What follows belongs to an exercise in optimizing a design on an open flow for small area, a short achievable clock period and few clock cycles per item; a production flow would make more cautious choices. The RTL was checked by simulation tests, not by an equivalence proof against the original design. No activity file was given, so power comes from the tool's default toggle rates.

### design/flow/design.v
module sfn_mont (
    input  wire        clk,
    input  wire        rst,
    input  wire        go,
    input  wire        short,
    input  wire        a_r,
    input  wire        b_r,
    input  wire [30:0] a_in,
    input  wire [30:0] b_in,
    input  wire [30:0] q,
    input  wire [32:0] q3,       
    input  wire [3:0]  qp,       
    output wire        rv,
    output wire [30:0] r
);
    reg [30:0] A;
    reg [27:0] B;        
    reg [31:0] Sh, Ch;
    reg [3:0]  tl;       
    reg [2:0]  tc;       
    reg [2:0]  cnt;
    reg        act, rvr;
    assign rv = rvr;
    function [3:0] mtab(input [6:0] i);
        case (i)
        7'd0: mtab = 4'd0;
        7'd1: mtab = 4'd1;
        7'd2: mtab = 4'd2;
        7'd3: mtab = 4'd3;
        7'd4: mtab = 4'd4;
        7'd5: mtab = 4'd5;
        7'd6: mtab = 4'd6;
        7'd7: mtab = 4'd7;
        7'd8: mtab = 4'd8;
        7'd9: mtab = 4'd9;
        7'd10: mtab = 4'd10;
        7'd11: mtab = 4'd11;
        7'd12: mtab = 4'd12;
        7'd13: mtab = 4'd13;
        7'd14: mtab = 4'd14;
        7'd15: mtab = 4'd15;
        7'd16: mtab = 4'd0;
        7'd17: mtab = 4'd3;
        7'd18: mtab = 4'd6;
        7'd19: mtab = 4'd9;
        7'd20: mtab = 4'd12;
        7'd21: mtab = 4'd15;
        7'd22: mtab = 4'd2;
        7'd23: mtab = 4'd5;
        7'd24: mtab = 4'd8;
        7'd25: mtab = 4'd11;
        7'd26: mtab = 4'd14;
        7'd27: mtab = 4'd1;
        7'd28: mtab = 4'd4;
        7'd29: mtab = 4'd7;
        7'd30: mtab = 4'd10;
        7'd31: mtab = 4'd13;
        7'd32: mtab = 4'd0;
        7'd33: mtab = 4'd5;
        7'd34: mtab = 4'd10;
        7'd35: mtab = 4'd15;
        7'd36: mtab = 4'd4;
        7'd37: mtab = 4'd9;
        7'd38: mtab = 4'd14;
        7'd39: mtab = 4'd3;
        7'd40: mtab = 4'd8;
        7'd41: mtab = 4'd13;
        7'd42: mtab = 4'd2;
        7'd43: mtab = 4'd7;
        7'd44: mtab = 4'd12;
        7'd45: mtab = 4'd1;
        7'd46: mtab = 4'd6;
        7'd47: mtab = 4'd11;
        7'd48: mtab = 4'd0;
        7'd49: mtab = 4'd7;
        7'd50: mtab = 4'd14;
        7'd51: mtab = 4'd5;
        7'd52: mtab = 4'd12;
        7'd53: mtab = 4'd3;
        7'd54: mtab = 4'd10;
        7'd55: mtab = 4'd1;
        7'd56: mtab = 4'd8;
        7'd57: mtab = 4'd15;
        7'd58: mtab = 4'd6;
        7'd59: mtab = 4'd13;
        7'd60: mtab = 4'd4;
        7'd61: mtab = 4'd11;
        7'd62: mtab = 4'd2;
        7'd63: mtab = 4'd9;
        7'd64: mtab = 4'd0;
        7'd65: mtab = 4'd9;
        7'd66: mtab = 4'd2;
        7'd67: mtab = 4'd11;
        7'd68: mtab = 4'd4;
        7'd69: mtab = 4'd13;
        7'd70: mtab = 4'd6;
        7'd71: mtab = 4'd15;
        7'd72: mtab = 4'd8;
        7'd73: mtab = 4'd1;
        7'd74: mtab = 4'd10;
        7'd75: mtab = 4'd3;
        7'd76: mtab = 4'd12;
        7'd77: mtab = 4'd5;
        7'd78: mtab = 4'd14;
        7'd79: mtab = 4'd7;
        7'd80: mtab = 4'd0;
        7'd81: mtab = 4'd11;
        7'd82: mtab = 4'd6;
        7'd83: mtab = 4'd1;
        7'd84: mtab = 4'd12;
        7'd85: mtab = 4'd7;
        7'd86: mtab = 4'd2;
        7'd87: mtab = 4'd13;
        7'd88: mtab = 4'd8;
        7'd89: mtab = 4'd3;
        7'd90: mtab = 4'd14;
        7'd91: mtab = 4'd9;
        7'd92: mtab = 4'd4;
        7'd93: mtab = 4'd15;
        7'd94: mtab = 4'd10;
        7'd95: mtab = 4'd5;
        7'd96: mtab = 4'd0;
        7'd97: mtab = 4'd13;
        7'd98: mtab = 4'd10;
        7'd99: mtab = 4'd7;
        7'd100: mtab = 4'd4;
        7'd101: mtab = 4'd1;
        7'd102: mtab = 4'd14;
        7'd103: mtab = 4'd11;
        7'd104: mtab = 4'd8;
        7'd105: mtab = 4'd5;
        7'd106: mtab = 4'd2;
        7'd107: mtab = 4'd15;
        7'd108: mtab = 4'd12;
        7'd109: mtab = 4'd9;
        7'd110: mtab = 4'd6;
        7'd111: mtab = 4'd3;
        7'd112: mtab = 4'd0;
        7'd113: mtab = 4'd15;
        7'd114: mtab = 4'd14;
        7'd115: mtab = 4'd13;
        7'd116: mtab = 4'd12;
        7'd117: mtab = 4'd11;
        7'd118: mtab = 4'd10;
        7'd119: mtab = 4'd9;
        7'd120: mtab = 4'd8;
        7'd121: mtab = 4'd7;
        7'd122: mtab = 4'd6;
        7'd123: mtab = 4'd5;
        7'd124: mtab = 4'd4;
        7'd125: mtab = 4'd3;
        7'd126: mtab = 4'd2;
        7'd127: mtab = 4'd1;
        default: mtab = 4'd0;
        endcase
    endfunction
    function [1:0] ltab(input [6:0] i);
        case (i)
        7'd0: ltab = 2'd0;
        7'd1: ltab = 2'd1;
        7'd2: ltab = 2'd1;
        7'd3: ltab = 2'd1;
        7'd4: ltab = 2'd1;
        7'd5: ltab = 2'd1;
        7'd6: ltab = 2'd1;
        7'd7: ltab = 2'd1;
        7'd8: ltab = 2'd1;
        7'd9: ltab = 2'd1;
        7'd10: ltab = 2'd1;
        7'd11: ltab = 2'd1;
        7'd12: ltab = 2'd1;
        7'd13: ltab = 2'd1;
        7'd14: ltab = 2'd1;
        7'd15: ltab = 2'd1;
        7'd16: ltab = 2'd0;
        7'd17: ltab = 2'd1;
        7'd18: ltab = 2'd1;
        7'd19: ltab = 2'd1;
        7'd20: ltab = 2'd1;
        7'd21: ltab = 2'd1;
        7'd22: ltab = 2'd1;
        7'd23: ltab = 2'd1;
        7'd24: ltab = 2'd1;
        7'd25: ltab = 2'd1;
        7'd26: ltab = 2'd1;
        7'd27: ltab = 2'd2;
        7'd28: ltab = 2'd1;
        7'd29: ltab = 2'd1;
        7'd30: ltab = 2'd2;
        7'd31: ltab = 2'd2;
        7'd32: ltab = 2'd0;
        7'd33: ltab = 2'd1;
        7'd34: ltab = 2'd1;
        7'd35: ltab = 2'd1;
        7'd36: ltab = 2'd1;
        7'd37: ltab = 2'd2;
        7'd38: ltab = 2'd1;
        7'd39: ltab = 2'd1;
        7'd40: ltab = 2'd1;
        7'd41: ltab = 2'd2;
        7'd42: ltab = 2'd2;
        7'd43: ltab = 2'd1;
        7'd44: ltab = 2'd1;
        7'd45: ltab = 2'd2;
        7'd46: ltab = 2'd2;
        7'd47: ltab = 2'd2;
        7'd48: ltab = 2'd0;
        7'd49: ltab = 2'd1;
        7'd50: ltab = 2'd1;
        7'd51: ltab = 2'd1;
        7'd52: ltab = 2'd1;
        7'd53: ltab = 2'd1;
        7'd54: ltab = 2'd2;
        7'd55: ltab = 2'd1;
        7'd56: ltab = 2'd1;
        7'd57: ltab = 2'd1;
        7'd58: ltab = 2'd2;
        7'd59: ltab = 2'd1;
        7'd60: ltab = 2'd1;
        7'd61: ltab = 2'd2;
        7'd62: ltab = 2'd2;
        7'd63: ltab = 2'd2;
        7'd64: ltab = 2'd0;
        7'd65: ltab = 2'd1;
        7'd66: ltab = 2'd1;
        7'd67: ltab = 2'd1;
        7'd68: ltab = 2'd1;
        7'd69: ltab = 2'd1;
        7'd70: ltab = 2'd1;
        7'd71: ltab = 2'd1;
        7'd72: ltab = 2'd1;
        7'd73: ltab = 2'd2;
        7'd74: ltab = 2'd1;
        7'd75: ltab = 2'd2;
        7'd76: ltab = 2'd1;
        7'd77: ltab = 2'd2;
        7'd78: ltab = 2'd1;
        7'd79: ltab = 2'd2;
        7'd80: ltab = 2'd0;
        7'd81: ltab = 2'd1;
        7'd82: ltab = 2'd1;
        7'd83: ltab = 2'd1;
        7'd84: ltab = 2'd1;
        7'd85: ltab = 2'd1;
        7'd86: ltab = 2'd1;
        7'd87: ltab = 2'd1;
        7'd88: ltab = 2'd1;
        7'd89: ltab = 2'd2;
        7'd90: ltab = 2'd1;
        7'd91: ltab = 2'd1;
        7'd92: ltab = 2'd1;
        7'd93: ltab = 2'd2;
        7'd94: ltab = 2'd2;
        7'd95: ltab = 2'd1;
        7'd96: ltab = 2'd0;
        7'd97: ltab = 2'd1;
        7'd98: ltab = 2'd1;
        7'd99: ltab = 2'd1;
        7'd100: ltab = 2'd1;
        7'd101: ltab = 2'd1;
        7'd102: ltab = 2'd1;
        7'd103: ltab = 2'd2;
        7'd104: ltab = 2'd1;
        7'd105: ltab = 2'd1;
        7'd106: ltab = 2'd2;
        7'd107: ltab = 2'd2;
        7'd108: ltab = 2'd1;
        7'd109: ltab = 2'd2;
        7'd110: ltab = 2'd2;
        7'd111: ltab = 2'd2;
        7'd112: ltab = 2'd0;
        7'd113: ltab = 2'd1;
        7'd114: ltab = 2'd1;
        7'd115: ltab = 2'd1;
        7'd116: ltab = 2'd1;
        7'd117: ltab = 2'd2;
        7'd118: ltab = 2'd2;
        7'd119: ltab = 2'd2;
        7'd120: ltab = 2'd1;
        7'd121: ltab = 2'd2;
        7'd122: ltab = 2'd2;
        7'd123: ltab = 2'd2;
        7'd124: ltab = 2'd1;
        7'd125: ltab = 2'd2;
        7'd126: ltab = 2'd2;
        7'd127: ltab = 2'd2;
        default: ltab = 2'd0;
        endcase
    endfunction
    function [35:0] sel4(input [1:0] s, input [35:0] x1, input [35:0] x3);
        case (s)
        2'd0:    sel4 = 36'd0;
        2'd1:    sel4 = x1;
        2'd2:    sel4 = {x1[34:0], 1'b0};
        default: sel4 = x3;
        endcase
    endfunction
    function [35:0] csx(input [35:0] a, input [35:0] b, input [35:0] c);
        csx = a ^ b ^ c;
    endfunction
    function [35:0] csc(input [35:0] a, input [35:0] b, input [35:0] c);
        csc = {(a[34:0] & b[34:0]) | (a[34:0] & c[34:0]) | (b[34:0] & c[34:0]), 1'b0};
    endfunction
    function [70:0] step(input [31:0] sh, input [31:0] ch, input [3:0] l, input [2:0] c,
                         input [30:0] a, input [3:0] d,
                         input [30:0] qq, input [32:0] qq3, input [3:0] qi);
        reg [4:0]  tt;
        reg [3:0]  m;
        reg [1:0]  lc;
        reg [35:0] pm0, pm1s, f0, f1, aw, p0, p1, p2, p3, e0, e1;
        reg [35:0] k1x, k1c, k2x, k2c, k3x, k3c, k4x, k4c, k5x, k5c, x, y;
        begin
            tt  = {1'b0, l} + {1'b0, c, 1'b0};
            m   = mtab({qi[3:1], tt[3:0]});
            lc  = ltab({qq[3:1], tt[3:0]});
            pm0 = sel4(m[1:0], {5'd0, qq}, {3'd0, qq3});
            pm1s = sel4(m[3:2], {5'd0, qq}, {3'd0, qq3});
            f0  = {4'd0, pm0[35:4]};
            f1  = {2'd0, pm1s[35:2]};
            aw  = {5'd0, a};
            p0  = aw & {36{d[0]}};
            p1  = {aw[34:0], 1'b0} & {36{d[1]}};
            p2  = {aw[33:0], 2'b0} & {36{d[2]}};
            p3  = {aw[32:0], 3'b0} & {36{d[3]}};
            e0  = {4'd0, sh};
            e1  = {4'd0, ch};
            k1x = csx(e0, e1, p0);   k1c = csc(e0, e1, p0) | {35'd0, tt[4]};
            k2x = csx(p1, p2, p3);   k2c = csc(p1, p2, p3);
            k3x = csx(k1x, k1c, k2x); k3c = csc(k1x, k1c, k2x);
            k4x = csx(k3x, k3c, k2c); k4c = csc(k3x, k3c, k2c) | {35'd0, lc[0] | lc[1]};
            k5x = csx(k4x, k4c, f0);  k5c = csc(k4x, k4c, f0) | {35'd0, lc[1]};
            x   = csx(k5x, k5c, f1);  y   = csc(k5x, k5c, f1);
            step = {x[35:4], y[35:4], x[3:0], y[3:1]};
        end
    endfunction
    wire [35:0] v0 = {Sh, tl}, v1 = {Ch, tc, 1'b0};
    wire [35:0] nq  = ~{5'd0, q};
    wire [35:0] rs = v0 + v1;                           
    wire [35:0] bx = csx(v0, v1, nq), bc = csc(v0, v1, nq) | 36'd1;
    wire [35:0] rm = bx + bc;                           
    wire        use_s = rm[35];
    assign r = use_s ? rs[30:0] : rm[30:0];
    wire [30:0] an  = a_r ? r  : a_in;
    wire [31:0] bn  = short ? 32'd1 : (b_r ? rs[31:0] : {1'b0, b_in});
    wire [70:0] s0 = step(32'd0, 32'd0, 4'd0, 3'd0, an, bn[3:0], q, q3, qp);
    wire [70:0] s1 = step(Sh, Ch, tl, tc, A, B[3:0], q, q3, qp);
    wire [70:0] s2 = step(s1[70:39], s1[38:7], s1[6:3], s1[2:0], A, B[7:4], q, q3, qp);
    always @(posedge clk) begin
        if (rst) begin
            act <= 1'b0;
            rvr <= 1'b0;
        end else if (go) begin
            A   <= an;
            B   <= bn[31:4];
            {Sh, Ch, tl, tc} <= s0;
            cnt <= short ? 3'd2 : 3'd4;
            act <= 1'b1;
            rvr <= 1'b0;
        end else if (act) begin
            {Sh, Ch, tl, tc} <= s2;
            B   <= {8'd0, B[27:8]};
            cnt <= cnt - 3'd1;
            if (cnt == 3'd1) begin
                act <= 1'b0;
                rvr <= 1'b1;
            end
        end
    end
endmodule
module sfn_fau (
    input  wire        clk,
    input  wire        rst,       
    input  wire        start,     
    input  wire [7:0]  opc,
    input  wire [30:0] q,         
    input  wire [31:0] a0,
    input  wire [31:0] a1,
    input  wire [31:0] b0,
    input  wire [31:0] b1,
    output wire        ready,
    output reg         done,
    output reg  [3:0]  err,
    output wire [30:0] res0,
    output wire [30:0] res1
);
    localparam [7:0] OP_FADD  = 8'h10, OP_FSUB  = 8'h11, OP_FMUL   = 8'h12,
                     OP_FINV  = 8'h13, OP_FSQRT = 8'h14,
                     OP_F2ADD = 8'h20, OP_F2SUB = 8'h21, OP_F2MUL  = 8'h22,
                     OP_F2INV = 8'h23, OP_F2SQRT= 8'h24, OP_F2NEG  = 8'h25;
    localparam [3:0] E_NOTINV = 4'd2, E_UNSUPMOD = 4'd3, E_NONCANON = 4'd4,
                     E_NOTSQ  = 4'd5, E_ILLEGAL  = 4'd6;
    localparam [5:0]
        S_IDLE = 6'd0,  S_CHK  = 6'd1,                  S_WR1  = 6'd3,
        S_FM1  = 6'd4,  S_FM2  = 6'd5,  S_FM3  = 6'd6,
        S_KM1  = 6'd7,                  S_KM2  = 6'd9,  S_KM3  = 6'd10,
        S_KM4  = 6'd11, S_KM5  = 6'd12,                 S_KM6  = 6'd14,
        S_KM7  = 6'd15,                 S_KM8  = 6'd17, S_KM9  = 6'd18,
        S_I1   = 6'd19, S_I2   = 6'd20, S_I3   = 6'd21, S_I3B  = 6'd22,
        S_I4   = 6'd23, S_I5   = 6'd24, S_I6   = 6'd25, S_I7   = 6'd26,
        S_I8   = 6'd27,
        S_GW   = 6'd28, S_GM   = 6'd29, S_GMW  = 6'd30, S_FX0  = 6'd31,
        S_FX1  = 6'd32,
        S_PRE1 = 6'd48, S_PRE2 = 6'd49,
        S_SQ0  = 6'd33, S_POW  = 6'd34, S_SQ1  = 6'd35, S_SQ2  = 6'd36,
        S_R5   = 6'd37, S_R6   = 6'd38, S_R6B  = 6'd39, S_R6C  = 6'd40,
        S_R7   = 6'd41, S_R8   = 6'd42, S_R8B  = 6'd43, S_R8C  = 6'd44,
        S_R9   = 6'd45, S_R10  = 6'd46, S_FIN  = 6'd47;
    reg [5:0]  st, pret, gret;
    reg        rdy;
    reg [7:0]  op;
    reg [30:0] qr;
    reg [32:0] q3r;
    reg [3:0]  qpr;
    reg [31:0] x0, x1, x2, x3;
    reg [30:0] z;                
    reg [5:0]  zsk;              
    reg [4:0]  tbr;              
    reg [4:0]  qtop;             
    assign ready = rdy;
    assign res0  = x0[30:0];
    assign res1  = x1[30:0];
    wire [30:0] w0 = x0[30:0], w1 = x1[30:0], w2 = x2[30:0], w3 = x3[30:0];
    function [3:0] qpf(input [3:0] qq);
        case (qq[3:1])
        3'd0: qpf = 4'd15;   
        3'd1: qpf = 4'd5;    
        3'd2: qpf = 4'd3;    
        3'd3: qpf = 4'd9;    
        3'd4: qpf = 4'd7;    
        3'd5: qpf = 4'd13;   
        3'd6: qpf = 4'd11;   
        default: qpf = 4'd1;  
        endcase
    endfunction
    function [4:0] topbit(input [31:0] x);    
        integer i;
        begin
            topbit = 5'd0;
            for (i = 0; i < 32; i = i + 1)
                if (x[i]) topbit = i[4:0];
        end
    endfunction
    wire [31:0] qp1 = {1'b0, qr} + 32'd1;     
    wire is_fp1  = (op == OP_FADD) || (op == OP_FSUB) || (op == OP_FMUL) ||
                   (op == OP_FINV) || (op == OP_FSQRT);
    wire is_fp2  = (op == OP_F2ADD) || (op == OP_F2SUB) || (op == OP_F2MUL) ||
                   (op == OP_F2INV) || (op == OP_F2SQRT) || (op == OP_F2NEG);
    wire two_op  = (op == OP_FADD) || (op == OP_FSUB) || (op == OP_FMUL) ||
                   (op == OP_F2ADD) || (op == OP_F2SUB) || (op == OP_F2MUL);
    wire need_q3 = is_fp2 || (op == OP_FSQRT);
    wire [31:0] qw = {1'b0, qr};
    wire noncanon = (x0 >= qw) || (two_op && (x2 >= qw)) ||
                    (is_fp2 && (x1 >= qw)) || (is_fp2 && two_op && (x3 >= qw));
    wire chk_ill = !is_fp1 && !is_fp2;
    wire chk_uns = need_q3 && (qr[1:0] != 2'b11);
    wire x0z = (x0 == 32'd0);
    wire x1z = (x1 == 32'd0);
    wire x2z = (x2 == 32'd0);
    reg         mgo, mshort, ma_r, mb_r;
    reg  [2:0]  ma_sel, mb_sel;   
    wire        mrv;
    wire [30:0] mr;
    reg  [30:0] u, v;
    reg  [30:0] ma_in, mb_in;
    always @* begin
        case (ma_sel)
        3'd0:    ma_in = w0;
        3'd1:    ma_in = w1;
        3'd2:    ma_in = w2;
        3'd3:    ma_in = w3;
        default: ma_in = u;
        endcase
        case (mb_sel)
        3'd0:    mb_in = w0;
        3'd1:    mb_in = w1;
        3'd2:    mb_in = w2;
        3'd3:    mb_in = w3;
        3'd4:    mb_in = u;
        default: mb_in = z;
        endcase
    end
    sfn_mont u_mul (
        .clk(clk), .rst(rst), .go(mgo), .short(mshort), .a_r(ma_r), .b_r(mb_r),
        .a_in(ma_in), .b_in(mb_in), .q(qr), .q3(q3r), .qp(qpr),
        .rv(mrv), .r(mr)
    );
    reg  [6:0]  fr;
    wire [2:0]  f_t = fr[6:4];
    wire [2:0]  f_o = fr[3:1];
    wire        f_sub = fr[0];
    reg  [30:0] fT, fO;
    always @* begin
        case (f_t)
        3'd0:    fT = w0;
        3'd1:    fT = w1;
        3'd2:    fT = w2;
        3'd3:    fT = w3;
        default: fT = 31'd0;
        endcase
        case (f_o)
        3'd0:    fO = w0;
        3'd1:    fO = w1;
        3'd2:    fO = w2;
        3'd3:    fO = w3;
        default: fO = 31'd0;
        endcase
    end
    wire [33:0] fTw = {3'd0, fT};
    wire [33:0] fOw = f_sub ? ~{3'd0, fO} : {3'd0, fO};
    wire [33:0] fQ  = f_sub ? {3'd0, qr} : ~{3'd0, qr};
    wire [33:0] fx0 = fTw ^ fOw;
    wire [33:0] fy0 = {fTw[32:0] & fOw[32:0], f_sub};
    wire [33:0] fx1 = fTw ^ fOw ^ fQ;
    wire [33:0] fy1 = {(fTw[32:0] & fOw[32:0]) | (fTw[32:0] & fQ[32:0]) | (fOw[32:0] & fQ[32:0]), 1'b1};
    wire [33:0] fn0 = fx0 + fy0;                         
    wire [33:0] fn1 = fx1 + fy1;                         
    wire        f_use1 = f_sub ? fn0[33] : ~fn1[33];
    wire [30:0] fres = f_use1 ? fn1[30:0] : fn0[30:0];
    localparam [1:0] G_OFF = 2'd0, G_DIV = 2'd1, G_JAC = 2'd2, G_DBL = 2'd3;
    reg  [1:0]  gm;
    reg         jt, jo;           
    reg  [5:0]  gcnt;
    reg         gsel;             
    wire        u1 = (u == 31'd1), v1 = (v == 31'd1), uz = (u == 31'd0);
    wire        gstop = u1 || v1 || uz;
    wire [31:0] duv = {1'b0, u} - {1'b0, v};
    wire [31:0] dvu = {1'b0, v} - {1'b0, u};
    wire        ue = ~u[0], ve = ~v[0];
    wire        gd = (gm == G_DIV);
    wire        ku2 = ~u[1];                
    wire        kv2 = ~v[1];
    wire        kd2 = ~(u[1] ^ v[1]);
    wire        gj2 = ue ? ku2 : ve ? kv2 : kd2;    
    wire        v35 = (v[2:0] == 3'd3) || (v[2:0] == 3'd5);
    wire        u35 = (u[2:0] == 3'd3) || (u[2:0] == 3'd5);
    wire        uv33 = u[1] & v[1];
    wire        ugt = ~duv[31];
    wire [31:0] dsh = ugt ? duv : dvu;
    wire [30:0] dres = kd2 ? {1'b0, dsh[31:2]} : dsh[31:1];
    wire        gstep = (gm == G_DIV || gm == G_JAC) && !gstop;
    wire [30:0] csum = fn0[30:0];         
    reg         zin_ar;
    wire [30:0] hzi = zin_ar ? w2 : z;
    wire        hz2 = !zin_ar && gj2 && (zsk == 6'd0);
    wire [1:0]  hzc = hz2 ? (2'd0 - hzi[1:0] * qr[1:0]) : {1'b0, hzi[0]};
    wire [32:0] hzq = (hzc == 2'd0) ? 33'd0 : (hzc == 2'd1) ? {2'b0, qr} :
                      (hzc == 2'd2) ? {1'b0, qr, 1'b0} : q3r;
    wire [32:0] hzs = {2'b0, hzi} + hzq;
    wire [30:0] hz  = hz2 ? hzs[32:2] : hzs[31:1];
    wire [32:0] d1 = {1'b0, u, 1'b0} - {2'b0, qr};
    wire [30:0] u2 = d1[32] ? {u[29:0], 1'b0} : d1[30:0];
    wire [32:0] d2 = {1'b0, u2, 1'b0} - {2'b0, qr};
    wire [30:0] u4 = d2[32] ? {u2[29:0], 1'b0} : d2[30:0];
    wire        dbl_done = (gm == G_DBL) && (gcnt == 6'd0);
    wire        jdone = (gm == G_JAC) && gstop;
    wire        jsq   = uz || !jt;
    reg         dgo;
    wire [6:0]  ndbl = ((op == OP_FMUL) ? 7'd48 : 7'd64) - {2'b0, qtop};
    wire [30:0] dbl0 = ndbl[0] ? (31'd1 << (qtop - 5'd1)) : (31'd1 << qtop);
    wire [5:0]  dcyc = ndbl[6:1] + {5'd0, ndbl[0]};
    reg         g_div, g_jac, g_off;
    reg  [1:0]  g_src;                    
    reg         g_za1;                    
    reg  [4:0]  pi;
    reg  [1:0]  pp;
    reg         pdone, pfirst, eb0, eb1, pwin, pbase, prib;
    wire        win = |(esh[30:0] & esh[31:1]);
    reg  [1:0]  jact;                     
    wire [4:0]  pim1 = pi - 5'd1;
    wire [4:0]  pim2 = pi - 5'd2;
    wire [4:0]  tbm2 = tbr - 5'd2;
    wire [4:0]  tbm1 = tbr - 5'd1;
    wire [31:0] esh  = qp1 >> 2;
    reg         p_start;
    reg         p_b;                      
    reg  [5:0]  p_ret;
    reg  [1:0]  p_jact;
    reg         fxd;                      
    reg  [5:0]  fret;
    function [6:0] fuc(input [5:0] ns, input [7:0] o, input fd, input gs);
        case (ns)
        S_CHK:  fuc = (o == OP_FADD || o == OP_F2ADD) ? {3'd0, 3'd2, 1'b0} :
                      (o == OP_FSUB || o == OP_F2SUB) ? {3'd0, 3'd2, 1'b1} :
                      (o == OP_F2NEG)                 ? {3'd4, 3'd0, 1'b1} :
                                                        {3'd0, 3'd1, 1'b0};   
        S_WR1:  fuc = (o == OP_F2NEG) ? {3'd4, 3'd1, 1'b1} :
                      (o == OP_F2ADD) ? {3'd1, 3'd3, 1'b0} : {3'd1, 3'd3, 1'b1};
        S_KM1:  fuc = {3'd2, 3'd3, 1'b0};      
        S_KM4:  fuc = {3'd1, 3'd3, 1'b1};      
        S_KM5:  fuc = {3'd1, 3'd3, 1'b0};      
        S_KM7:  fuc = {3'd1, 3'd2, 1'b1};      
        S_I3:   fuc = {3'd2, 3'd3, 1'b0};      
        S_I8:   fuc = {3'd4, 3'd1, 1'b1};      
        S_R6:   fuc = {3'd3, 3'd0, 1'b1};      
        S_R8:   fuc = {3'd2, 3'd3, 1'b1};      
        S_FX0:  fuc = gs ? {3'd4, {1'b0, fd, 1'b0}, 1'b1} : {{1'b0, fd, 1'b0}, 3'd4, 1'b0};   
        S_GW:   fuc = {3'd2, 3'd3, 1'b0};      
        S_FX1:  fuc = {{1'b0, fd, 1'b0}, {1'b0, fd, 1'b0}, 1'b0};   
        default: fuc = 7'd0;
        endcase
    endfunction
    reg  [5:0]  nst;
    reg         d_done;
    reg  [3:0]  d_err;
    reg  [2:0]  wx0, wx1, wx2, wx3;
    reg         set_gret, set_fx;
    reg  [5:0]  n_gret, n_fret;
    reg         n_fxd;
    always @* begin
        nst = st; d_done = 1'b0; d_err = 4'd0;
        wx0 = 3'd0; wx1 = 3'd0; wx2 = 3'd0; wx3 = 3'd0;
        mgo = 1'b0; mshort = 1'b0; ma_r = 1'b0; mb_r = 1'b0; ma_sel = 3'd0; mb_sel = 3'd0;
        g_div = 1'b0; g_jac = 1'b0; g_off = 1'b0; g_src = 2'd0; g_za1 = 1'b0;
        p_start = 1'b0; p_b = 1'b0; p_ret = S_IDLE; p_jact = 2'd0;
        set_gret = 1'b0; n_gret = S_IDLE;
        set_fx = 1'b0; n_fret = S_IDLE; n_fxd = 1'b0;
        zin_ar = 1'b0;
        if (gd && gstep) begin
            if (ue)        wx2 = gj2 ? 3'd7 : 3'd6;                       
            else if (ve)   wx3 = gj2 ? 3'd7 : 3'd6;                       
            else if (ugt)  begin wx3 = 3'd5; wx2 = gj2 ? 3'd7 : 3'd6; end  
            else           begin wx2 = 3'd5; wx3 = gj2 ? 3'd7 : 3'd6; end  
        end
        case (st)
        S_IDLE: ;
        S_CHK: begin
            if (chk_ill) begin
                d_err = E_ILLEGAL; d_done = 1'b1; nst = S_IDLE;
            end else if (chk_uns) begin
                d_err = E_UNSUPMOD; d_done = 1'b1; nst = S_IDLE;
            end else if (noncanon) begin
                d_err = E_NONCANON; d_done = 1'b1; nst = S_IDLE;
            end else begin
                case (op)
                OP_FADD, OP_FSUB: begin wx0 = 3'd1; d_done = 1'b1; nst = S_IDLE; end
                OP_F2ADD, OP_F2SUB, OP_F2NEG: begin wx0 = 3'd1; nst = S_WR1; end
                OP_FMUL: begin
                    mgo = 1'b1; ma_sel = 3'd0; mb_sel = 3'd2; nst = S_FM1;
                end
                OP_F2MUL: begin
                    mgo = 1'b1; ma_sel = 3'd0; mb_sel = 3'd2; wx0 = 3'd1; nst = S_KM1;   
                end
                OP_FINV: begin
                    if (x0z) begin
                        d_err = E_NOTINV; d_done = 1'b1; nst = S_IDLE;
                    end else begin
                        g_div = 1'b1; g_src = 2'd0;
                        set_gret = 1'b1; n_gret = S_FIN; nst = S_GW;
                        set_fx = 1'b1; n_fret = S_FIN; n_fxd = 1'b0;
                    end
                end
                OP_F2INV: begin
                    mgo = 1'b1; ma_sel = 3'd0; mb_sel = 3'd0; nst = S_I1;
                end
                OP_F2SQRT: begin
                    if (x1z) nst = S_SQ0;
                    else begin
                        mgo = 1'b1; ma_sel = 3'd0; mb_sel = 3'd0; nst = S_I1;
                    end
                end
                default: nst = S_SQ0;    
                endcase
            end
        end
        S_WR1: begin wx1 = 3'd1; d_done = 1'b1; nst = S_IDLE; end
        S_FIN: begin d_done = 1'b1; nst = S_IDLE; end
        S_FM1: if (mrv && dbl_done) begin
            mgo = 1'b1; ma_r = 1'b1; mb_sel = 3'd4; nst = S_FM2;
        end
        S_FM2: if (mrv) begin
            mgo = 1'b1; ma_r = 1'b1; mb_sel = 3'd4; nst = S_FM3;
        end
        S_FM3: if (mrv) begin wx0 = 3'd2; d_done = 1'b1; nst = S_IDLE; end
        S_KM1:  begin wx2 = 3'd1; nst = S_KM2; end                                        
        S_KM2: if (mrv) begin
            mgo = 1'b1; ma_sel = 3'd1; mb_sel = 3'd3; wx1 = 3'd2; nst = S_KM3;              
        end
        S_KM3: if (mrv) begin
            mgo = 1'b1; ma_sel = 3'd0; mb_sel = 3'd2; wx3 = 3'd2; nst = S_KM4;              
        end
        S_KM4:  begin wx0 = 3'd1; nst = S_KM5; end                                        
        S_KM5:  begin wx2 = 3'd1; nst = S_KM6; end                                        
        S_KM6: if (mrv && dbl_done) begin
            mgo = 1'b1; ma_sel = 3'd0; mb_sel = 3'd4; wx1 = 3'd2; nst = S_KM7;              
        end
        S_KM7:  begin wx1 = 3'd1; nst = S_KM8; end                                        
        S_KM8: if (mrv) begin
            mgo = 1'b1; ma_sel = 3'd1; mb_sel = 3'd4; wx0 = 3'd2; nst = S_KM9;
        end
        S_KM9: if (mrv) begin wx1 = 3'd2; d_done = 1'b1; nst = S_IDLE; end
        S_I1: if (mrv) begin
            mgo = 1'b1; ma_sel = 3'd1; mb_sel = 3'd1; wx2 = 3'd2; nst = S_I2;
        end
        S_I2: if (mrv) begin wx3 = 3'd2; nst = S_I3; end
        S_I3: begin wx2 = 3'd1; nst = S_I3B; end                                          
        S_I3B: begin
            if (op == OP_F2INV) begin
                if (x2z) begin
                    d_err = E_NOTINV; d_done = 1'b1; nst = S_IDLE;
                end else begin
                    g_div = 1'b1; g_src = 2'd3;
                    set_gret = 1'b1; n_gret = S_I5; nst = S_GW;
                    set_fx = 1'b1; n_fret = S_I5; n_fxd = 1'b1;
                end
            end else
                nst = S_I4;
        end
        S_I4: begin    
            g_jac = 1'b1; g_src = 2'd3;
            p_start = 1'b1; p_b = 1'b1; p_ret = S_R5; p_jact = 2'd1;
        end
        S_I5: begin
            mgo = 1'b1; ma_sel = 3'd0; mb_sel = 3'd2; nst = S_I6;
        end
        S_I6: if (mrv) begin
            mgo = 1'b1; ma_sel = 3'd1; mb_sel = 3'd2; wx0 = 3'd2; nst = S_I7;
        end
        S_I7: if (mrv) begin wx1 = 3'd2; nst = S_I8; end
        S_I8: begin wx1 = 3'd1; d_done = 1'b1; nst = S_IDLE; end                         
        S_GW: if (gstop) nst = S_GM;
        S_GM: begin
            mgo = 1'b1; ma_sel = gsel ? 3'd2 : 3'd3; mb_sel = 3'd5; nst = S_GMW;
        end
        S_GMW: if (mrv) begin
            if (fxd) wx2 = 3'd2; else wx0 = 3'd2;
            nst = (gsel || zsk != 6'd0) ? S_FX0 : gret;
        end
        S_FX0: begin                                                                      
            if (fxd) wx2 = 3'd1; else wx0 = 3'd1;
            nst = (zsk == 6'd0) ? fret : S_FX1;
        end
        S_FX1: begin                                                                      
            if (fxd) wx2 = 3'd1; else wx0 = 3'd1;
            if (zsk == 6'd1) nst = fret;
        end
        S_SQ0: begin
            g_jac = 1'b1; g_src = 2'd0;
            p_start = 1'b1; p_b = 1'b0; p_ret = S_SQ1;
            p_jact = (op == OP_FSQRT) ? 2'd1 : 2'd0;
        end
        S_SQ1: begin
            mgo = 1'b1; mshort = 1'b1; ma_r = !prib; ma_sel = 3'd0; nst = S_SQ2;
        end
        S_SQ2: if (mrv && jdone) begin
            if (op == OP_FSQRT) begin
                if (jsq) wx0 = 3'd2; else d_err = E_NOTSQ;
            end else begin
                if (jsq) begin wx0 = 3'd2; wx1 = 3'd3; end
                else     begin wx0 = 3'd3; wx1 = 3'd2; end
            end
            d_done = 1'b1; nst = S_IDLE;
        end
        S_POW: begin
            if (jdone && !jsq && jact == 2'd1) begin
                d_err = E_NOTSQ; d_done = 1'b1; nst = S_IDLE;
            end else if (jdone && !jsq && jact == 2'd2) begin
                nst = S_R8;
            end else if (mrv || pfirst) begin
                if (pp == 2'd1) begin
                    mgo = 1'b1; ma_r = 1'b1; mb_sel = pbase ? 3'd2 : 3'd0;
                end else if (pp == 2'd3) begin
                    mgo = 1'b1; ma_r = 1'b1; mb_sel = 3'd5;
                end else if (pp == 2'd2 || !pdone) begin
                    mgo = 1'b1;
                    if (pfirst) begin
                        ma_sel = pbase ? 3'd2 : 3'd0; mb_sel = pbase ? 3'd2 : 3'd0;
                    end else begin
                        ma_r = 1'b1; mb_r = 1'b1;
                    end
                end else
                    nst = pret;
            end
        end
        S_PRE1: if (mrv) begin             
            mgo = 1'b1; ma_r = 1'b1; mb_sel = pbase ? 3'd2 : 3'd0; nst = S_PRE2;
        end
        S_PRE2: if (mrv) nst = S_POW;
        S_R5: if (jdone) begin
            if (!jsq) begin
                d_err = E_NOTSQ; d_done = 1'b1; nst = S_IDLE;
            end else begin
                if (prib) wx3 = 3'd3; else wx3 = 3'd2;                                    
                nst = S_R6;
            end
        end
        S_R6:  begin wx2 = 3'd1; nst = S_R6B; end                                         
        S_R6B: begin zin_ar = 1'b1; nst = S_R6C; end                                      
        S_R6C: begin wx2 = 3'd4; nst = S_R7; end                                          
        S_R7: begin
            g_jac = 1'b1; g_src = 2'd3;
            p_start = 1'b1; p_b = 1'b1; p_ret = S_R9; p_jact = 2'd2;
        end
        S_R8:  begin g_off = 1'b1; wx2 = 3'd1; nst = S_R8B; end                           
        S_R8B: nst = S_R8C;
        S_R8C: begin p_start = 1'b1; p_b = 1'b1; p_ret = S_R9; p_jact = 2'd0; end
        S_R9: begin
            if (gm == G_JAC && !jdone) ;                  
            else if (gm == G_JAC && !jsq) nst = S_R8;
            else begin
                mgo = 1'b1; mshort = 1'b1; ma_r = !prib; ma_sel = 3'd2; nst = S_R10;
            end
        end
        S_R10: if (mrv) begin     
            wx1 = 3'd2; g_div = 1'b1; g_src = 2'd2; g_za1 = 1'b1;
            set_gret = 1'b1; n_gret = S_FIN; nst = S_GW;
            set_fx = 1'b1; n_fret = S_FIN; n_fxd = 1'b0;
        end
        default: nst = S_IDLE;
        endcase
        if (p_start) begin
            if (tbr == 5'd0)
                nst = p_ret;
            else if (win) begin                                          
                mgo = 1'b1; ma_sel = p_b ? 3'd2 : 3'd0; mb_sel = p_b ? 3'd2 : 3'd0;
                nst = S_PRE1;
            end else
                nst = S_POW;
        end
        if (g_div) begin
            wx2 = 3'd3; wx3 = 3'd4;
        end
    end
    always @(posedge clk) begin
        if (rst) begin
            st   <= S_IDLE;
            rdy  <= 1'b1;
            done <= 1'b0;
            gm   <= G_OFF;
            dgo  <= 1'b0;
        end else begin
            done <= d_done;
            if (d_done) err <= d_err;
            fr <= fuc((st == S_IDLE) ? S_CHK : nst, (st == S_IDLE) ? opc : op,
                      set_fx ? n_fxd : fxd, (st == S_GW) ? !u1 : gsel);
            if (st == S_IDLE) begin
                if (start) begin
                    op  <= opc; qr <= q; qpr <= qpf(q[3:0]);
                    x0  <= a0; x1 <= a1; x2 <= b0; x3 <= b1;
                    rdy <= 1'b0;
                    st  <= S_CHK;
                end
            end else begin
                st  <= nst;
                if (d_done) rdy <= 1'b1;
                case (wx0)
                3'd1: x0 <= {1'b0, fres};
                3'd2: x0 <= {1'b0, mr};
                3'd3: x0 <= 32'd0;
                default: ;
                endcase
                case (wx1)
                3'd1: x1 <= {1'b0, fres};
                3'd2: x1 <= {1'b0, mr};
                3'd3: x1 <= 32'd0;
                default: ;
                endcase
                case (wx2)
                3'd1: x2 <= {1'b0, fres};
                3'd2: x2 <= {1'b0, mr};
                3'd3: x2 <= 32'd0;
                3'd4: x2 <= {1'b0, z};
                3'd5: x2 <= {1'b0, csum};
                3'd6: x2 <= {x2[30:0], 1'b0};
                3'd7: x2 <= {x2[29:0], 2'b0};
                default: ;
                endcase
                case (wx3)
                3'd1: x3 <= {1'b0, fres};
                3'd2: x3 <= {1'b0, mr};
                3'd3: x3 <= x2;
                3'd4: x3 <= 32'd1;
                3'd5: x3 <= {1'b0, csum};
                3'd6: x3 <= {x3[30:0], 1'b0};
                3'd7: x3 <= {x3[29:0], 2'b0};
                default: ;
                endcase
            end
            dgo <= (st == S_CHK) && (op == OP_FMUL || op == OP_F2MUL);
            if (st == S_CHK) begin
                qtop <= topbit({1'b0, qr});
                q3r  <= {2'b00, qr} + {1'b0, qr, 1'b0};
                tbr  <= topbit(qp1) - 5'd2;
            end
            if (set_gret) gret <= n_gret;
            if (set_fx) begin fret <= n_fret; fxd <= n_fxd; end
            if (g_div) begin
                z   <= g_za1 ? w1 : 31'd1;
                zsk <= g_za1 ? 6'd31 : 6'd32;
            end else if (st == S_PRE2 && mrv) begin
                z   <= mr;                       
            end else if (zin_ar) begin
                z   <= hz;
            end else if (gd && gstep) begin
                if (zsk > {5'd0, gj2}) zsk <= zsk - (gj2 ? 6'd2 : 6'd1);
                else begin
                    zsk <= 6'd0;
                    if (zsk == 6'd0 || (zsk == 6'd1 && gj2)) z <= hz;
                end
            end else if (st == S_FX1 && zsk != 6'd0) begin
                zsk <= zsk - 6'd1;
            end
            if (p_start) begin
                pbase  <= p_b;
                jact   <= p_jact;
                pret   <= p_ret;
                prib   <= (tbr == 5'd0);
                pwin   <= win;
                pi     <= tbm1;
                eb0    <= esh[tbm1];
                eb1    <= (tbm1 != 5'd0) && esh[tbm2];
                pdone  <= 1'b0;
                pp     <= 2'd0;
                pfirst <= 1'b1;
            end else if (st == S_PRE2 && mrv) begin
                if (eb0) begin                   
                    pfirst <= 1'b0;
                    pdone  <= (pi == 5'd0);
                    pi     <= pim1;
                    eb0    <= esh[pim1];
                    eb1    <= (pim1 != 5'd0) && esh[pim2];
                end
            end else if (st == S_POW && (mrv || pfirst) && !(jdone && !jsq && jact != 2'd0)) begin
                pfirst <= 1'b0;
                if (pp == 2'd1 || pp == 2'd3)
                    pp <= 2'd0;
                else if (pp == 2'd2)
                    pp <= 2'd3;
                else if (!pdone) begin
                    if (eb0 && pwin && eb1 && pi != 5'd0) begin
                        pp    <= 2'd2;
                        pdone <= (pi == 5'd1);
                        pi    <= pim2;
                        eb0   <= esh[pim2];
                        eb1   <= (pim2 != 5'd0) && esh[pi - 5'd3];
                    end else begin
                        pp    <= eb0 ? 2'd1 : 2'd0;
                        pdone <= (pi == 5'd0);
                        pi    <= pim1;
                        eb0   <= esh[pim1];
                        eb1   <= (pim1 != 5'd0) && esh[pim2];
                    end
                end
            end
            if (g_div || g_jac) begin
                gm <= g_div ? G_DIV : G_JAC;
                u  <= (g_src == 2'd0) ? w0 : (g_src == 2'd2) ? mr : w2;
                v  <= qr;
                jt <= 1'b0; jo <= 1'b0;
            end else if (g_off) begin
                gm <= G_OFF;
            end else if (dgo) begin
                gm   <= G_DBL;
                u    <= dbl0;
                gcnt <= dcyc;
            end else if (gm == G_DBL) begin
                if (gcnt != 6'd0) begin
                    u    <= u4;
                    gcnt <= gcnt - 6'd1;
                end
            end else if (gm == G_DIV || gm == G_JAC) begin
                if (gstop) begin
                    gsel <= !u1;
                end else begin
                    if (ue) begin
                        u  <= ku2 ? u >> 2 : u >> 1;
                        if (!ku2 && v35) jt <= ~jt;
                    end else if (ve) begin
                        v  <= kv2 ? v >> 2 : v >> 1;
                        if (!kv2 && u35) jt <= ~jt;
                    end else if (ugt) begin
                        u  <= dres;
                        jo <= 1'b0;
                        jt <= jt ^ (jo & uv33) ^ (!kd2 & v35);
                    end else begin
                        v  <= dres;
                        jo <= 1'b1;
                        jt <= jt ^ (~jo & uv33) ^ (!kd2 & u35);
                    end
                end
            end
        end
    end
endmodule
### design/flow/run.sh
#!/bin/bash
# synth_recipe.tcl (not shown) runs the flow's synth.tcl, then flattens the netlist and writes it again
# the make line also repeats each setting of config.mk as NAME=value (left out here)
make -C /OpenROAD-flow-scripts/flow DESIGN_CONFIG=/design/flow/config.mk WORK_HOME=/design/flow/orfs CLKGATE_MAP_FILE= SYNTH_SCRIPT=/design/flow/synth_recipe.tcl finish
### design/flow/config.mk
export PLATFORM = sky130hd
export DESIGN_NAME = sfn_fau
export DESIGN_NICKNAME = sfn_fau
export VERILOG_FILES = /design/flow/design.v
export SDC_FILE = /design/flow/constraint.sdc
export NUM_CORES = 8
export LEC_CHECK = 0
export CAP_MARGIN = 20
export CORE_MARGIN = 2
export CORE_UTILIZATION = 35
export SETUP_SLACK_MARGIN = 4
export SLEW_MARGIN = 20
### design/flow/constraint.sdc
create_clock -name core_clock -period 11.0 [get_ports {clk}]
set_input_delay 2.2000 -clock core_clock [delete_from_list [all_inputs] [get_ports {clk}]]
set_output_delay 2.2000 -clock core_clock [all_outputs]
set_load 0.01 [all_outputs]
==> results of run 1 <==
==> cell usage in the layout (no fill, tap or decap), types with 157 or more instances in the layout <==
cell type,Yosys,final
nand2_1,886,857
a21oi_1,702,678
inv_1,670,653
nor2_1,663,640
ha_1,668,637
edfxtp_1,487,487
fa_1,493,480
o21ai_0,529,469
buf_4,70,447
mux2i_1,272,264
xnor2_1,273,260
and2_1,252,250
clkdlybuf4s50_1,0,236
a21o_1,158,157
==> final cells by class <==
| type | count | area share |
|---|---|---|
| Clock inverter | 44 | 0.00654 |
| Sequential cell | 500 | 0.166 |
| Timing Repair Buffer | 785 | 0.0832 |
| Multi-Input combinational cell | 7237 | 0.654 |
| Antenna cell | 19 | 0.000529 |
| Clock buffer | 86 | 0.0213 |
| Tap cell | 2854 | 0.0397 |
| Inverter | 684 | 0.0292 |
==> critical path, delay by kind of cell (launching register included) <==
family	cells	cell delay [ns]
compound gates	8	0.83
xor+xnor	1	0.21
fa+ha+maj	7	2.65
buf+inv	8	0.94
flops	1	0.45
mux	2	0.77
simple gates	9	1.14
==> repair_timing <==
| item | CTS | global route |
|---|---|---|
| pin swaps | 74 | 49 |
| buffers inserted | 126 | 47 |
| endpoints found under the setup margin | 168 | 201 |
| gates resized for setup | 348 | 178 |
| gates cloned | 12 | 5 |
==> report_power, final <==
| part | internal, mW | total [mW] | switching [mW] | leakage (nW) |
|---|---|---|---|---|
| sequential | 2.33 | 2.44 | 0.111 | 4.56 |
| clock | 1.52 | 2.65 | 1.14 | 1.21 |
| combinational | 2.60 | 6.23 | 3.63 | 31.3 |
| total | 6.44 | 11.3 | 4.88 | 37.1 |
==> worst paths after layout <==
path	startpoint	endpoint	depth (start not counted)
max	u_mul.tl[1]	u_mul.Sh[21]	35
min	rdy	rdy	2
max reg2reg	u_mul.tl[1]	u_mul.Sh[21]	35
min reg2reg	rdy	rdy	2
==> layer usage <==
layer / vias to the layer above / global-route usage / share of wire
li1: 33266 / - / -
met1: 39450 / 0.471 / 0.39
met2: 6144 / 0.491 / 0.39
met3: 1425 / 0.123 / 0.14
met4: 34 / 0.219 / 0.076
met5: - / 0 / 0.00095
==> state kept, by name, indices dropped and copies added, names as in the netlist, 32 cells and up <==
| signal | count |
|---|---|
| x0 | 32 |
| u_mul.Ch | 32 |
| x3 | 32 |
| q3r | 33 |
| x2 | 32 |
| x1 | 32 |
==> kinds of logic after synthesis <==
| logic type | share of synthesized area |
|---|---|
| other | 0.0000490 |
| AOI/OAI and AO/OA | 0.223 |
| buffers and inverters | 0.0676 |
| and+or+nand+nor | 0.162 |
| muxes | 0.0702 |
| adders and majority gates | 0.238 |
| xor gates and xnor gates | 0.0440 |
| DFF | 0.195 |
==> metrics by stage <==
stage / util / setup WS [ns] / cells
2_1_floorplan: - / 3.99 / 9032
3_3_place_gp: 0.383 / 1.78 / 11867
3_5_place_dp: 0.383 / 2.17 / 11870
4_1_cts: 0.408 / 3.92 / 12138
5_1_grt: 0.414 / 3.52 / 12191
6_report: 0.414 / 3.71 / 12209
==> summary.md, run 1 <==
| Metric | Value |
|---|---|
| Run status | complete, no violations |
| RSZ-0062 raised after global routing | true |
| Share of layout cells above drive strength 1 | 0.136 |
| Worst IR drop on VDD | 0.143 mV |
| Horiz. Die Dim | 471 um |
| DR vias/cell | 6.58 |
| Clock-pin slew of the registers on the worst-case setup and hold paths | 0.06 ns |
| Dpl cell area | 0.0832 sq mm |
| Total gr overflow | 0 |
| Hold slack final | 0.512 ns |
| DP Wirelength | 308000 um |
| Fmax | 137 MHz |
| Fill cells | 21467 |
| Post-synth top area share | 0.191 |
| Worst-Skew Late Latency | 0.76 ns |
| Synth area leader | edfxtp_1 |
| Max_cap viols | 0 |
| Type of the worst min-delay path | reg2reg |
| Async set-reset flop share out of synthesis | 0 |
| # clock sinks | 500 |
| Core ar. | 0.217 sq mm |
| EDFF count, synth | 487 |
| CP max stage cell | fa_2 |
| Setup Crit Path Kind | reg2reg |
| Endpoint class of the critical path | flip-flop |
| Nets | 10613 |
| TritonRoute pass-1 iters | 13 |
| CP max FO | 7 |
| Seq/Total Area, Yosys | 0.195 |
| Final instance area | 0.0899 sq mm |
| Largest stage delay, worst path | 0.71 ns |
| Final wirelength | 412000 um |
| PortBufs | 236 |
| Leading cell types by count after synthesis | nand2_1 (886), a21oi_1 (702), inv_1 (670) |
| Setup TNS Final | 0 ns |
| GPL Wtd Cong | 1.07 |
| Area delta synth->final | 17.5% |
| Syn_nets | 10363 |
| Arrival time at the worst endpoint | 7.75 ns |
| Measured slew at the worst slew-check pin | 1.28 ns |
| Gr usage total | 0.356 |
| Largest net degree at the start of global routing | 90 |
| Boundary Pins | 238 |
| Starting Density | 0.352 |
| CTS Hold Bufs | 0 |
| Residual DRC | 0 |
| Pleak | 37.1 nW |
| Die Y | 471 um |
| Mapped Cells | 9032 |
| Area of the multi-input gates | 0.0588 sq mm |
| Post-route ant nets | 0 |
| Rows | 171 |
| Clock root buffer | clkbuf_16 |
| CTS tree | built |
| Synthesized area | 0.0765 sq mm |
| Vias in the first global route | 76117 |
| Clock Skew | 0.0610 ns |
| Worst reg2reg setup slack | 3.71 ns |
| Yosys Warn Count | 2 |
| Setup crit start kind | flip-flop |
| Final Total Pwr | 11.3 mW |
| FF/Latch Area | 0.0149 sq mm |
| Die Area | 0.222 sq mm |
| First-pass GRT wire length | 573000 um |
| Via Count | 80319 |
| Worst Path Required | 11.46 ns |
| H-tree levels | 3 |
| Drt wl/cell | 33.7 um |
| Min cycle time layout | 7.29 ns |
| Slew headroom | 0.138 |
| Primary FF master, synth | edfxtp_1 |
| Initial antenna violation count | 42 |
| Final critical-path share of the clock period | 0.663 |
| Setup violators final | 0 |
| CTS buffer count | 74 |
| Distinct cells, synth | 105 |
| Area contributors post-synth | edfxtp_1 (19%), fa_1 (13%), ha_1 (11%) |
| Top-count cell post-synth | nand2_1 |
| Syn avg cell area | 8.47 sq um |
| Pins over their slew limit | 0 |
| Pwr Density | 126 mW/mm^2 |
| First-iteration detailed-routing DRC count | 12634 |
| Count of final hold-check violations | 0 |
| Bufs on Longest Clock Path | 3 |
| Number of synthesized register bits | 500 |
Testbench counts, summed over its fixed seeds: cycles 65,694, ops 1,600.
==> run 2, diff against run 1 <==
--- a/design/flow/config.mk
+++ b/design/flow/config.mk
@@ -10,3 +10,3 @@
 export CORE_UTILIZATION = 35
-export SETUP_SLACK_MARGIN = 4
+export SETUP_SLACK_MARGIN = 2.5
 export SLEW_MARGIN = 20
==> run 2 against run 1 <==
Compared with the run above:
- sequential share of layout area rose by 0.77 points
- critical endpoint is now u_mul.Sh[3]
- non-clock buffer count fell by 162
- via count fell by 3.3%
- count of clock-buffer cells in the layout fell by 1
==> summary.md, run 2 <==
| Metric | Value |
|---|---|
| Run status | complete, no violations |
| First-iteration detailed-routing DRC count | 11393 (-9.8%) |
| Nets | 10449 (-1.5%) |
| Most frequent cells in the layout | nand2_1 (886), a21oi_1 (692), ha_1 (667) |
| Slew headroom | 0.177 (+0.0390) |
| Worst-Skew Late Latency | 0.74 ns (-0.02 ns) |
| Final wirelength | 391000 um (-5.2%) |
| Type of the worst min-delay path | reg2reg |
| Final critical-path share of the clock period | 0.761 (+0.0979) |
| Async set-reset flop share out of synthesis | 0 (unchanged) |
| Setup crit start kind | flip-flop |
| Mapped Cells | 9032 (unchanged) |
| Top-count cell post-synth | nand2_1 |
| Share of layout cells above drive strength 1 | 0.0958 (-0.0398) |
| Setup violators final | 0 (unchanged) |
| Initial antenna violation count | 23 (-45%) |
| Yosys Warn Count | 2 (unchanged) |
| CTS tree | built |
| Via Count | 77636 (-3.3%) |
| Pwr Density | 121 mW/mm^2 (-4.1%) |
| Die Area | 0.222 sq mm (unchanged) |
| Clock Skew | 0.0425 ns (-0.0185 ns) |
| Post-synthesis adder-cell area fraction | 0.238 (unchanged) |
| TritonRoute pass-1 iters | 12 (-1) |
| Seq/Total Area, Yosys | 0.195 (unchanged) |
| H-tree levels | 3 (unchanged) |
| Final Total Pwr | 10.4 mW (-8.4%) |
| Worst IR drop on VDD | 0.111 mV (-23%) |
| Primary FF master, synth | edfxtp_1 |
| First-pass GRT wire length | 551000 um (-3.8%) |
| EDFF count, synth | 487 (unchanged) |
| Setup Crit Path Kind | reg2reg |
| Area delta synth->final | 12.3% |
| Largest register FFs | 33 (unchanged) |
| XOR/XNOR Fraction of Synth Area | 0.0440 (unchanged) |
| GPL Wtd Cong | 1.05 (-1.8%) |
| Commonest non-fill, non-tap cell in the layout | nand2_1 |
| Min cycle time layout | 8.37 ns (+1.08 ns) |
| Pleak | 35.3 nW (-4.6%) |
| Final core occ | 0.396 (-0.0184) |
| Horiz. Die Dim | 471 um (unchanged) |
| RSZ-0062 raised after global routing | true |
| Leading cell types by count after synthesis | nand2_1 (886), a21oi_1 (702), inv_1 (670) |
| Max_cap viols | 0 (unchanged) |
| Total gr overflow | 0 (unchanged) |
| Distinct cells, synth | 105 (unchanged) |
| Largest family of logic cells by synthesized area | adder cells |
| Clock root buffer | clkbuf_16 |
| Core ar. | 0.217 sq mm (unchanged) |
| Measured slew at the worst slew-check pin | 1.23 ns (-0.0423 ns) |
| Boundary Pins | 238 (unchanged) |
| Mux share of post-synthesis cell area | 0.0702 (unchanged) |
| Worst Path Required | 11.46 ns (about the same) |
| PortBufs | 236 (unchanged) |
| Count of final hold-check violations | 0 (unchanged) |
| Endpoint class of the critical path | flip-flop |
| Cell count after placement | 11866 (-0.034%) |
| Largest net degree at the start of global routing | 84 (-6.7%) |
| Post-synth top area share | 0.191 (unchanged) |
| Area of the multi-input gates | 0.0570 sq mm (-3.0%) |
| CTS buffer count | 74 (unchanged) |
| Setup TNS Final | 0 ns (unchanged) |
| Arrival time at the worst endpoint | 8.83 ns (+1.08 ns) |
| Synth area leader | edfxtp_1 |
| Vias in the first global route | 73682 (-3.2%) |
| Pins over their slew limit | 0 (unchanged) |
| Fill cells | 21966 (+2.3%) |
| Synthesized area | 0.0765 sq mm (unchanged) |
| FF/Latch Area | 0.0149 sq mm (about the same) |
| Drt wl/cell | 32.4 um (-3.9%) |
| Clock-pin slew of the registers on the worst-case setup and hold paths | 0.06 ns (about the same) |
| DP Wirelength | 307000 um (-0.40%) |
| CP max FO | 20 (+13) |
| Number of synthesized register bits | 500 (unchanged) |
| Residual DRC | 0 (unchanged) |
| Starting Density | 0.352 (unchanged) |
| Bufs on Longest Clock Path | 3 (unchanged) |
| Fmax | 120 MHz (-13%) |
| Rows | 171 (unchanged) |
| CTS Hold Bufs | 0 (unchanged) |
| Simple-gate share of the synthesized area | 0.162 (unchanged) |
| Non-filler instance count after layout | 12046 (-1.3%) |
| Compound-gate portion of the synthesized area | 0.223 (unchanged) |
| Largest register by flop count | q3r |
| Syn avg cell area | 8.47 sq um (unchanged) |
| Post-route ant nets | 0 (unchanged) |
| DR vias/cell | 6.44 (-2.0%) |
| Gr usage total | 0.341 (-0.0152) |
| Die Y | 471 um (unchanged) |
| Area contributors post-synth | edfxtp_1 (19%), fa_1 (13%), ha_1 (11%) |
| Syn_nets | 10363 (unchanged) |
| # clock sinks | 500 (unchanged) |
-- run 2: changes by cell type in the layout (fill, tap and decap cells not counted), sizes merged, moves of 3 or more --
cell / previous run / this run
inv: 666 / 672
clkinv: 36 / 41
bufinv: 11 / 6
clkbuf: 93 / 86
diode: 19 / 15
bufbuf: 3 / 0
buf: 539 / 387
-- run 2: what timing repair did --
| item | 4_1_cts | 5_1_grt |
|---|---|---|
| cloned | 1 | 0 |
| resized for setup | 13 | 24 |
| pin swaps | 1 | 1 |
| setup endpoints to repair | 63 | 70 |
| setup buffers | 5 | 22 |
-- run 2: through the flow --
step	hold WS (ns)	worst slack, ns	instance area, sq um
finish	0.491	2.63	85900
global placement	0.472	1.99	83000
global route	0.547	2.47	85900
floorplan	0.492	2.57	76500
detailed placement	0.459	1.97	83000
CTS	0.485	2.56	85500
-- run 2: final timing paths --
check	from	to	slack, ns	cells past startpoint
worst max-delay path	qr[1]	u_mul.Sh[3]	2.63	23
worst min-delay path	rdy	rdy	0.49	2
worst max register to register	qr[1]	u_mul.Sh[3]	2.63	23
worst min register to register	rdy	rdy	0.49	2
-- run 2: critical path, stage by stage (launching register included) --
cell	delay (ns)
edfxtp_1	0.53
buf_4	0.30
fa_1	0.65
inv_1	0.07
ha_1	0.31
a211oi_1	0.33
o211ai_1	0.20
a22oi_1	0.44
nor3_1	0.17
nor2_1	0.38
o21ai_0	0.24
xnor2_2	0.27
buf_4	0.36
mux2_2	0.66
nor2_1	0.16
a31oi_4	0.61
nand2_1	0.17
fa_1	0.56
inv_1	0.04
ha_1	0.30
fa_1	0.44
ha_1	0.30
ha_1	0.30
mux2_2	0.26
-- run 2: cell type report --
type,count,share of cell area
tap,2854,0.0416
clock inverter,50,0.00529
sequential,500,0.173
timing repair buffer,623,0.0628
inverter,684,0.0302
clock buffer,85,0.0227
timing repair inverter,1,0.0000583
antenna,15,0.000437
multi-input combinational,7234,0.664
-- run 2: kinds of logic (layout without fill, tap and decap cells) --
| logic type | Yosys count | after routing |
|---|---|---|
| simple gates | 2618 | 2618 |
| fa+ha+maj | 1161 | 1161 |
| buf+inv | 1298 | 1443 |
| other cells | 1 | 16 |
| xor+xnor | 384 | 384 |
| mux | 474 | 474 |
| compound gates | 2596 | 2596 |
| flops | 500 | 500 |
-- run 2: routing by layer --
layer | up-vias | track usage | routed length (um)
met5 | - | 0 | 106
met3 | 1107 | 0.0977 | 48700
li1 | 32883 | - | -
met2 | 5295 | 0.492 | 160000
met4 | 16 | 0.207 | 28100
met1 | 38335 | 0.447 | 153000
-- run 2: report_power, final --
part           internal (mW)  leakage, nW  switching (mW)  total (mW)
Sequential              2.33         4.56           0.157        2.49
Clock                   1.42         1.16            1.11        2.53
Combinational           2.13         29.6            3.23        5.36
Total                   5.88         35.3            4.50        10.4
==> run 3, diff against run 2 <==
--- a/design/flow/config.mk
+++ b/design/flow/config.mk
@@ -10,3 +10,3 @@
 export CORE_UTILIZATION = 35
-export SETUP_SLACK_MARGIN = 2.5
+export SETUP_SLACK_MARGIN = 4.5
 export SLEW_MARGIN = 20
==> run 3 against run 2 <==
Compared with the run above:
- setup slack better by 1.3 ns
- worst hold slack got worse by 0.016 ns
- final area is 7.4% higher
- global-route usage rose by 2.8 points
- fmax grew 19%
- first-iteration DRC count rose by 8.5%
- sequential cell count did not move
- critical path depth up 3
- non-clock buffer count grew 263
- total power rose by 9.5%
- critical endpoint is now u_mul.Sh[7]
==> summary.md, run 3 <==
| Metric | Value |
|---|---|
| Run status | complete, no violations |
| Min cycle time layout | 7.05 ns (-1.32 ns) |
| Setup Crit Path Kind | reg2reg |
| Reg2reg end | u_mul.Sh[7] |
| Vias in the first global route | 76675 (+4.1%) |
| Starting Density | 0.352 (unchanged) |
| TritonRoute pass-1 iters | 13 (+1) |
| Final wirelength | 428000 um (+9.5%) |
| Total gr overflow | 0 (unchanged) |
| Die Y | 471 um (unchanged) |
| Setup crit start kind | flip-flop |
| Switching part of the total power | 0.435 (+0.000919) |
| Mapped Cells | 9032 (unchanged) |
| Worst reg2reg setup slack | 3.95 ns (+1.32 ns) |
| Cell mode on critical path | ha_1 |
| Clock Skew | 0.0607 ns (+0.0182 ns) |
| Area contributors post-synth | edfxtp_1 (19%), fa_1 (13%), ha_1 (11%) |
| Combinational share of power | 0.549 (+0.033) |
| Clock-pin slew of the registers on the worst-case setup and hold paths | 0.06 ns (about the same) |
| Clock power share | 0.232 (-0.012) |
| Largest net degree at the start of global routing | 73 (-13%) |
| Synth area leader | edfxtp_1 |
| H-tree levels | 3 (unchanged) |
| Setup WS pre-CTS | 2.49 ns (+0.521 ns) |
| Boundary Pins | 238 (unchanged) |
| Leading cell types by count after synthesis | nand2_1 (886), a21oi_1 (702), inv_1 (670) |
| Max_cap viols | 0 (unchanged) |
| Top-count cell post-synth | nand2_1 |
| Count of final hold-check violations | 0 (unchanged) |
| Sw power | 4.94 mW (+9.7%) |
| CP max FO | 5 (-75%) |
| Gr usage total | 0.369 (+0.0280) |
| Worst-Skew Late Latency | 0.78 ns (+0.04 ns) |
| Setup TNS Final | 0 ns (unchanged) |
| Dpl cell area | 0.0832 sq mm (+0.31%) |
| Most frequent cells in the layout | nand2_1 (863), a21oi_1 (660), inv_1 (645) |
| Worst Path Required | 11.49 ns (+0.03 ns) |
| Bufs on Longest Clock Path | 3 (unchanged) |
| CTS tree | built |
| RSZ-0062 raised after global routing | true |
| Commonest non-fill, non-tap cell in the layout | nand2_1 |
| WHS Endpoint | rdy |
| Hold Path Cell Cnt | 2 (unchanged) |
| Horiz. Die Dim | 471 um (unchanged) |
| First-pass GRT wire length | 590000 um (+7.1%) |
| Distinct cells, synth | 105 (unchanged) |
| Type of the worst min-delay path | reg2reg |
| Worst Setup Slack, final | 3.95 ns (+1.32 ns) |
| Drt wl/cell | 34.7 um (+7.0%) |
| Fmax | 142 MHz (+19%) |
| Arrival time at the worst endpoint | 7.54 ns (-1.29 ns) |
| Post-synth top area share | 0.191 (unchanged) |
| CP max stage cell | fa_1 |
| Nets | 10719 (+2.6%) |
| Die Area | 0.222 sq mm (unchanged) |
| Post-route ant nets | 0 (unchanged) |
| Final instance area | 0.0922 sq mm (+7.4%) |
| Pwr Density | 123 mW/mm^2 (+2.0%) |
| Syn_nets | 10363 (unchanged) |
| CTS Hold Bufs | 0 (unchanged) |
| Synthesized area | 0.0765 sq mm (unchanged) |
| CTS buffer count | 74 (unchanged) |
| Min-delay src | rdy |
| Final Total Pwr | 11.4 mW (+9.5%) |
| Pleak | 37.7 nW (+6.7%) |
| Worst IR drop on VDD | 0.127 mV (+14%) |
| DR vias/cell | 6.61 (+2.6%) |
| Endpoint class of the critical path | flip-flop |
| Initial antenna violation count | 31 (+35%) |
| Sequential Power Share | 0.220 (-0.020) |
| Yosys Warn Count | 2 (unchanged) |
| Measured slew at the worst slew-check pin | 1.26 ns (+0.0236 ns) |
| Share of layout cells above drive strength 1 | 0.159 (+0.0636) |
| DP Wirelength | 317000 um (+3.4%) |
| Residual DRC | 0 (unchanged) |
| Area delta synth->final | 20.6% |
| Syn avg cell area | 8.47 sq um (unchanged) |
| Largest register by flop count | q3r |
| Setup violators final | 0 (unchanged) |
| Primary FF master, synth | edfxtp_1 |
| Slew headroom | 0.156 (-0.0218) |
| EDFF count, synth | 487 (unchanged) |
| Rows | 171 (unchanged) |
| # clock sinks | 500 (unchanged) |
| Pint | 6.43 mW (+9.3%) |
| Final core occ | 0.425 (+0.0292) |
| GPL Wtd Cong | 1.10 (+5.0%) |
| Worst r2r src | qr[20] |
| Pins over their slew limit | 0 (unchanged) |
| Async set-reset flop share out of synthesis | 0 (unchanged) |
| Final critical-path share of the clock period | 0.641 (-0.120) |
| FF-to-FF path depth | 26 (+13%) |
| PortBufs | 236 (unchanged) |
| Largest stage delay, worst path | 0.54 ns (-0.12 ns) |
| Seq/Total Area, Yosys | 0.195 (unchanged) |
| Number of synthesized register bits | 500 (unchanged) |
| Clock root buffer | clkbuf_16 |
| Largest register FFs | 33 (unchanged) |
| First-iteration detailed-routing DRC count | 12363 (+8.5%) |
| Core ar. | 0.217 sq mm (unchanged) |
| Via Count | 81518 (+5.0%) |
-- run 3: worst max path at each step --
stage	from	end	slack (ns)	cells after the start
after floorplan	u_mul.tl[1]	u_mul.tl[0]	4.34	29
after global placement	qr[11]	u_mul.Sh[8]	2.21	24
after detailed placement	qr[5]	u_mul.Sh[8]	2.49	23
after CTS	u_mul.tc[0]	u_mul.tl[0]	4.09	31
after global routing	u_mul.tl[1]	u_mul.Sh[21]	3.78	32
final	qr[20]	u_mul.Sh[7]	3.95	26
-- run 3: kinds of logic (layout without fill, tap and decap cells) --
| kind of cell | after synthesis | count (layout) | synth area share |
|---|---|---|---|
| AND/OR/NAND/NOR | 2618 | 2621 | 0.162 |
| AO/OA/AOI/OAI | 2596 | 2598 | 0.223 |
| buffers and inverters | 1298 | 1705 | 0.0676 |
| adder cells (fa/ha/maj) | 1161 | 1161 | 0.238 |
| flip-flops | 500 | 500 | 0.195 |
| multiplexers | 474 | 474 | 0.0702 |
| XOR/XNOR | 384 | 385 | 0.0440 |
| other | 1 | 26 | 0.0000490 |
-- run 3: power by group through the flow --
stage	clock network (mW)	logic, mW	registers (mW)
CTS	2.63	5.84	2.48
global placement	0	5.25	2.52
floorplan	0	3.57	2.45
detailed placement	0	5.30	2.52
finish	2.63	6.23	2.50
global route	2.69	6.65	2.49
-- run 3: critical path, delay by kind of cell (launching register included) --
family	cells	cell delay, ns
multiplexers	2	0.53
AO/OA/AOI/OAI	7	1.69
flip-flops	1	0.48
AND/OR/NAND/NOR	2	0.19
adder cells (fa/ha/maj)	7	2.84
XOR/XNOR	1	0.14
buffers and inverters	7	0.88
-- run 3: layer usage --
metal / GRT usage / vias to the layer above / wire length, um
li1: - / 33478 / -
met2: 0.522 / 6255 / 172000
met5: 0 / - / 316
met4: 0.220 / 28 / 32600
met3: 0.118 / 1508 / 57900
met1: 0.487 / 40249 / 165000
-- run 3: per-stage QoR --
step,hold slack [ns],instances
after floorplan,0.492,9032
after global placement,0.466,11842
after detailed placement,0.458,11845
after CTS,0.477,12202
after global routing,0.522,12302
final,0.475,12324
-- run 3: layout make-up --
class | instances | area [sq um]
clock inverter | 42 | 571
sequential | 500 | 14900
multi-input combinational | 7240 | 59800
antenna | 25 | 62.6
tap | 2854 | 3570
fill | 21330 | 125000
timing repair buffer | 886 | 8750
timing repair inverter | 2 | 12.5
clock buffer | 91 | 1920
inverter | 684 | 2650
-- run 3: timing repair --
action,CTS,global route
hold endpoints to repair,0,0
buffers inserted,202,89
cloned,22,8
setup endpoints to repair,338,214
gates resized for setup,452,289
pin swaps,78,108

## afterwards: timing with drivers on the ports
How much do the figures lean on ideal ports? The routed layouts below were timed once more, with nothing changed but the port constraints.
Step 1 (the two cells are an assumption about what drives the block):
set clk [get_ports {clk}]
set_driving_cell -lib_cell sky130_fd_sc_hd__clkbuf_16 $clk
set_driving_cell -lib_cell sky130_fd_sc_hd__buf_2 [delete_from_list [all_inputs] $clk]
Step 2 also shifts input and output timing later by t, the mid clock arrival at the registers, as if the neighbouring blocks saw the same clock.
a / b / c = ideal ports / drivers / drivers and shift; a / b = the first two.
| run | t (ns) | setup slack, ns | clock arrival spread, ns | worst data-port slew with drivers (ns) |
|---|---|---|---|---|
| run 1 | 0.820 | 3.710 / 3.710 / 3.710 | 0.061 / 0.061 | 0.10 |
| run 2 | 0.811 | 2.633 / 2.633 / 2.633 | 0.044 / 0.043 | 0.09 |
| run 3 | 0.849 | 3.952 / 3.952 / 3.952 | 0.061 / 0.061 | 0.09 |
After both steps every run listed still meets setup and hold.
